What follows belongs to an exercise in optimizing a design on an open flow for small area; a production flow would make more cautious choices.

amber:
// dtmf_td
module dtmf_td (
    input  wire        clk,
    input  wire        rst,
    input  wire        s_valid,
    output wire        s_ready,
    input  wire [15:0] s_data,
    input  wire        s_last,
    input  wire [31:0] s_now,
    input  wire [63:0] cfg_thr,
    input  wire [31:0] cfg_min_hold,
    output wire        res_valid,
    output wire        res_hit,
    output wire [3:0]  res_digit,
    output reg  [63:0] res_best,
    output wire        evt_valid,
    output wire [31:0] evt_duration,
    output wire [31:0] evt_timestamp
);
For scale: roughly 3100 cells after synthesis, ~520 flip-flops, about 32000 um2 of cells after synthesis.
==> flow/config.mk <==
export PLATFORM = sky130hd
export DESIGN_NAME = dtmf_td
export DESIGN_NICKNAME = dtmf_td
export VERILOG_FILES = /design/flow/design.v
export SDC_FILE = /design/flow/constraint.sdc
export NUM_CORES = 4
export LEC_CHECK = 0
export CAP_MARGIN = 20
export CORE_MARGIN = 2
export CORE_UTILIZATION = 40
export SLEW_MARGIN = 20
==> flow/constraint.sdc <==
create_clock -name core_clock -period 25.0 [get_ports {clk}]
set_input_delay 5.0000 -clock core_clock [delete_from_list [all_inputs] [get_ports {clk}]]
set_output_delay 5.0000 -clock core_clock [all_outputs]
set_load 0.01 [all_outputs]
run.sh (not shown) runs the stock make flow with config.mk's settings and CLKGATE_MAP_FILE= SYNTH_SCRIPT=/design/flow/synth_recipe.tcl, a recipe that flattens the netlist after the stock synthesis.
amber completed; timing, DRC and antenna clean
Here is what was changed in the inputs of quartz compared with amber.
==> flow/flow/run.sh (new file) <==
#!/bin/bash
# The standard layout, with two changes to how it is made:
#  - ports are buffered with the smallest buffer (sky130_fd_sc_hd__buf_1);
#  - clock tree synthesis inserts no dummy loads.
set -euo pipefail
export BUFFER_PORTS_ARGS="-buffer_cell sky130_fd_sc_hd__buf_1"
export CTS_ARGS="-sink_clustering_enable -repair_clock_nets -dont_use_dummy_load"
bash standard.sh > standard.log 2>&1
==> flow/standard.sh (new file) <==
#!/bin/bash
# synth_recipe.tcl (not shown) runs the flow's synth.tcl, then flattens the netlist and writes it again
# the make line also repeats each setting of config.mk as NAME=value (left out here)
make -C /OpenROAD-flow-scripts/flow DESIGN_CONFIG=/design/flow/config.mk WORK_HOME=/design/flow/orfs CLKGATE_MAP_FILE= SYNTH_SCRIPT=/design/flow/synth_recipe.tcl "${@:-finish}"
-- flow/config.mk --
<<< amber, line 9
export CORE_MARGIN = 2
export CORE_UTILIZATION = 40
export SLEW_MARGIN = 20
>>> quartz, line 9
export CORE_MARGIN = 2
export CORE_UTILIZATION = 60
export CTS_BUF_LIST = sky130_fd_sc_hd__clkbuf_2 sky130_fd_sc_hd__clkbuf_4 sky130_fd_sc_hd__clkbuf_8
export SLEW_MARGIN = 20
removed: flow/run.sh
==> comparison <==
In the reports for amber and quartz, the larger final-layout clock-cell area share belongs to amber. Route | quartz vs amber | wire longer in quartz. Global-route usage delta for quartz relative to amber: 13 points higher. Looking at register share of the cell area, quartz sits 2.4 points above amber.
The following lists how indigo was set up differently from quartz:
-- flow/config.mk --
<<< quartz, line 9
export CORE_MARGIN = 2
export CORE_UTILIZATION = 60
export CTS_BUF_LIST = sky130_fd_sc_hd__clkbuf_2 sky130_fd_sc_hd__clkbuf_4 sky130_fd_sc_hd__clkbuf_8
export SLEW_MARGIN = 20
>>> indigo, line 9
export CORE_MARGIN = 2
export CORE_UTILIZATION = 40
export SLEW_MARGIN = 20
--- outcome ---
- Between quartz and indigo, number of global-route vias before repair is higher for quartz, indigo comes in under that.
- For the worst max-slew margin expressed relative to the limit, indigo came in 3.9 points higher than quartz did.
- indigo: multi-input logic portion of the cell area is 0.58 points lower than what quartz reported.
- Core utilization down 22 points in indigo wrt quartz
- Against quartz, cell area reported after detailed placement in indigo rose slightly.
- indigo: worst-skew pair later-pin latency is 20 ps lower than what quartz reported.
#### Input delta (tundra over indigo)
-- flow/config.mk --
<<< indigo, line 10
export CORE_UTILIZATION = 40
export SLEW_MARGIN = 20
>>> tundra, line 10
export CORE_UTILIZATION = 40
export CTS_BUF_LIST = sky130_fd_sc_hd__clkbuf_4
export SLEW_MARGIN = 20
## What came out
Summary of tundra over indigo: core box area roughly the same, average cell area after synthesis barely changed. Comparing indigo against tundra, there is no change at all in number of non-clock inverters. From tundra to indigo, detailed-route vias per instance did not move at all. Initial core utilization came out exactly the same in indigo and tundra. On relative area change from synthesis to final layout, indigo and tundra are neck and neck.
Function was not checked in any run of this note: the RTL went through the layout flow alone.

========
Another version of the RTL of dtmf_td (not shown whole).
Size in the first run: roughly 2900 cells after synthesis, about 510 flip-flops, roughly 280 I/O pins.
==> flow/design.v (excerpt) <==
module dtmf_td (
    input  wire        clk,
    input  wire        rst,
    input  wire        s_valid,
    output wire        s_ready,
    input  wire [15:0] s_data,
    input  wire        s_last,
    input  wire [31:0] s_now,
    input  wire [63:0] cfg_thr,
    input  wire [31:0] cfg_min_hold,
    output wire        res_valid,
    output wire        res_hit,
    output wire [3:0]  res_digit,
    output reg  [63:0] res_best,
    output wire        evt_valid,
    output wire [31:0] evt_duration,
    output wire [31:0] evt_timestamp
);
    localparam [1:0] S_RUN = 2'd0, S_POST = 2'd1, S_MUL = 2'd2, S_DONE = 2'd3;
    reg  [1:0]   state;
    reg  [2:0]   cnt;      
    reg  [2:0]   ph;       
    reg          first;    
    reg  [363:0] ring;     
    reg  [31:0]  now_r;
    reg  [3:0]   mkl;      
    reg  [2:0]   mkh;      
    wire run  = (state == S_RUN);
    wire post = (state == S_POST);
    wire mul  = (state == S_MUL);
    wire done = (state == S_DONE);
    wire en   = run & s_valid;
    assign s_ready = run & (cnt == 3'd6);
    wire take = s_valid & s_ready;
    reg [15:0] coef;
    always @(*) begin
        case (ph)
            3'd0: coef = 16'd27980;
            3'd1: coef = 16'd26956;
            3'd2: coef = 16'd25701;
            3'd3: coef = 16'd24219;
            3'd4: coef = 16'd19073;
            3'd5: coef = 16'd16325;
            default: coef = 16'd13085;
        endcase
    end
    wire [51:0] head = ring[51:0];
    wire [51:0] tail = ring[363:312];
    wire r1 = post & (cnt == 3'd1);
    wire r2 = post & (cnt == 3'd2);
    wire r3 = post & (cnt == 3'd3);
    wire r4 = post & (cnt == 3'd4);
    wire hold_tail = (post & (cnt == 3'd5)) | mul | done;
    wire        live = en & ~first;            
    wire [25:0] q1_in = head[51:26] & {26{~first}};
    reg  [15:0] ma;
    reg  [25:0] mb;
    reg  [32:0] z1;
    wire [39:0] z2 = {~head[25:0] & {26{live}}, 14'd0};
    wire [39:0] mr;
    goertzel_res mac (.a(ma), .negm(r1), .b(mb), .z1(z1), .z2(z2), .c14(live), .r(mr));
    wire [17:0] v_f = {head[35:26], head[9:2]};
    always @(*) begin
        if (r2)       ma = head[25:10];                              
        else if (r3)  ma = head[51:36];                              
        else          ma = coef;
  ...
==> flow/config.mk <==
export PLATFORM = sky130hd
export DESIGN_NAME = dtmf_td
export DESIGN_NICKNAME = dtmf_td
export VERILOG_FILES = /design/flow/design.v
export SDC_FILE = /design/flow/constraint.sdc
export NUM_CORES = 4
export LEC_CHECK = 0
export CAP_MARGIN = 20
export CORE_MARGIN = 2
export CORE_UTILIZATION = 40
export SLEW_MARGIN = 20
==> flow/constraint.sdc <==
create_clock -name core_clock -period 25.0 [get_ports {clk}]
set_input_delay 5.0000 -clock core_clock [delete_from_list [all_inputs] [get_ports {clk}]]
set_output_delay 5.0000 -clock core_clock [all_outputs]
set_load 0.01 [all_outputs]
standard.sh (not shown) runs the stock make flow with config.mk's settings and CLKGATE_MAP_FILE= SYNTH_SCRIPT=/design/flow/synth_recipe.tcl, a recipe that flattens the netlist after the stock synthesis.
==> flow/flow/run.sh <==
#!/bin/bash
# The standard layout, with changes to how it is made:
#  - ports are buffered with the smallest buffer (sky130_fd_sc_hd__buf_1);
#  - clock tree synthesis uses sky130_fd_sc_hd__clkbuf_4 and inserts no dummy loads.
set -euo pipefail
export BUFFER_PORTS_ARGS="-buffer_cell sky130_fd_sc_hd__buf_1"
export CTS_ARGS="-sink_clustering_enable -repair_clock_nets -dont_use_dummy_load -buf_list sky130_fd_sc_hd__clkbuf_8 -sink_clustering_size 16 -sink_clustering_max_diameter 60"
bash standard.sh > standard.log 2>&1
Rerun with:
==> flow/flow/run.sh (replaced) <==
#!/bin/bash
# The standard layout, with changes to how it is made:
#  - ports are buffered with the smallest buffer (sky130_fd_sc_hd__buf_1);
#  - clock tree synthesis uses sky130_fd_sc_hd__clkbuf_4 and inserts no dummy loads.
set -euo pipefail
export BUFFER_PORTS_ARGS="-buffer_cell sky130_fd_sc_hd__buf_1"
export CTS_ARGS="-sink_clustering_enable -repair_clock_nets -dont_use_dummy_load -buf_list sky130_fd_sc_hd__clkbuf_4"
bash standard.sh > standard.log 2>&1
Outcome:
- The new run went through all stages and came out clean
- non-clock buffer count does not change
- utilization goes up by 0.46 points
- cell area goes up by 1.0%
- cell count goes up by 2.0%
No run of this note included a check of the RTL's function; only the layout flow was run.

afterwards: timing with drivers on the ports:
The flow's constraints put no driver on any port. The routed layouts listed below were extracted and timed again, unchanged, in two steps. Step 1 (the two cells are an assumption about what drives the block):
set clk [get_ports {clk}]
set_driving_cell -lib_cell sky130_fd_sc_hd__clkbuf_16 $clk
set_driving_cell -lib_cell sky130_fd_sc_hd__buf_2 [delete_from_list [all_inputs] $clk]
Step 2 times the ports against the registers' clock, not the clock port: input delays grow and output delays shrink by t, the midpoint of the rising clock arrivals with the driver on. a / b / c = ideal / step 1 / step 2; a / b = the first two.
| run | shift t [ns] | slack for setup (ns) | slew at the worst register clock pin (ns) | cell pins on the clock port's net |
|---|---|---|---|---|
| amber | 0.631 | 5.282 / 5.221 / 5.851 | 0.08 / 0.08 | 1 |
| quartz | 0.625 | 5.553 / 5.488 / 5.682 | 0.07 / 0.07 | 1 |
| indigo | 0.603 | 5.655 / 5.597 / 5.929 | 0.07 / 0.07 | 1 |
| tundra | 0.603 | 5.655 / 5.597 / 5.929 | 0.07 / 0.07 | 1 |
| the first run of note 2 | 0.664 | 5.648 / 5.585 / 6.249 | 0.11 / 0.11 | 1 |
| the second run of note 2 | 0.886 | 5.459 / 5.396 / 6.282 | 0.08 / 0.08 | 1 |
After both steps setup and hold are still met in every run listed.
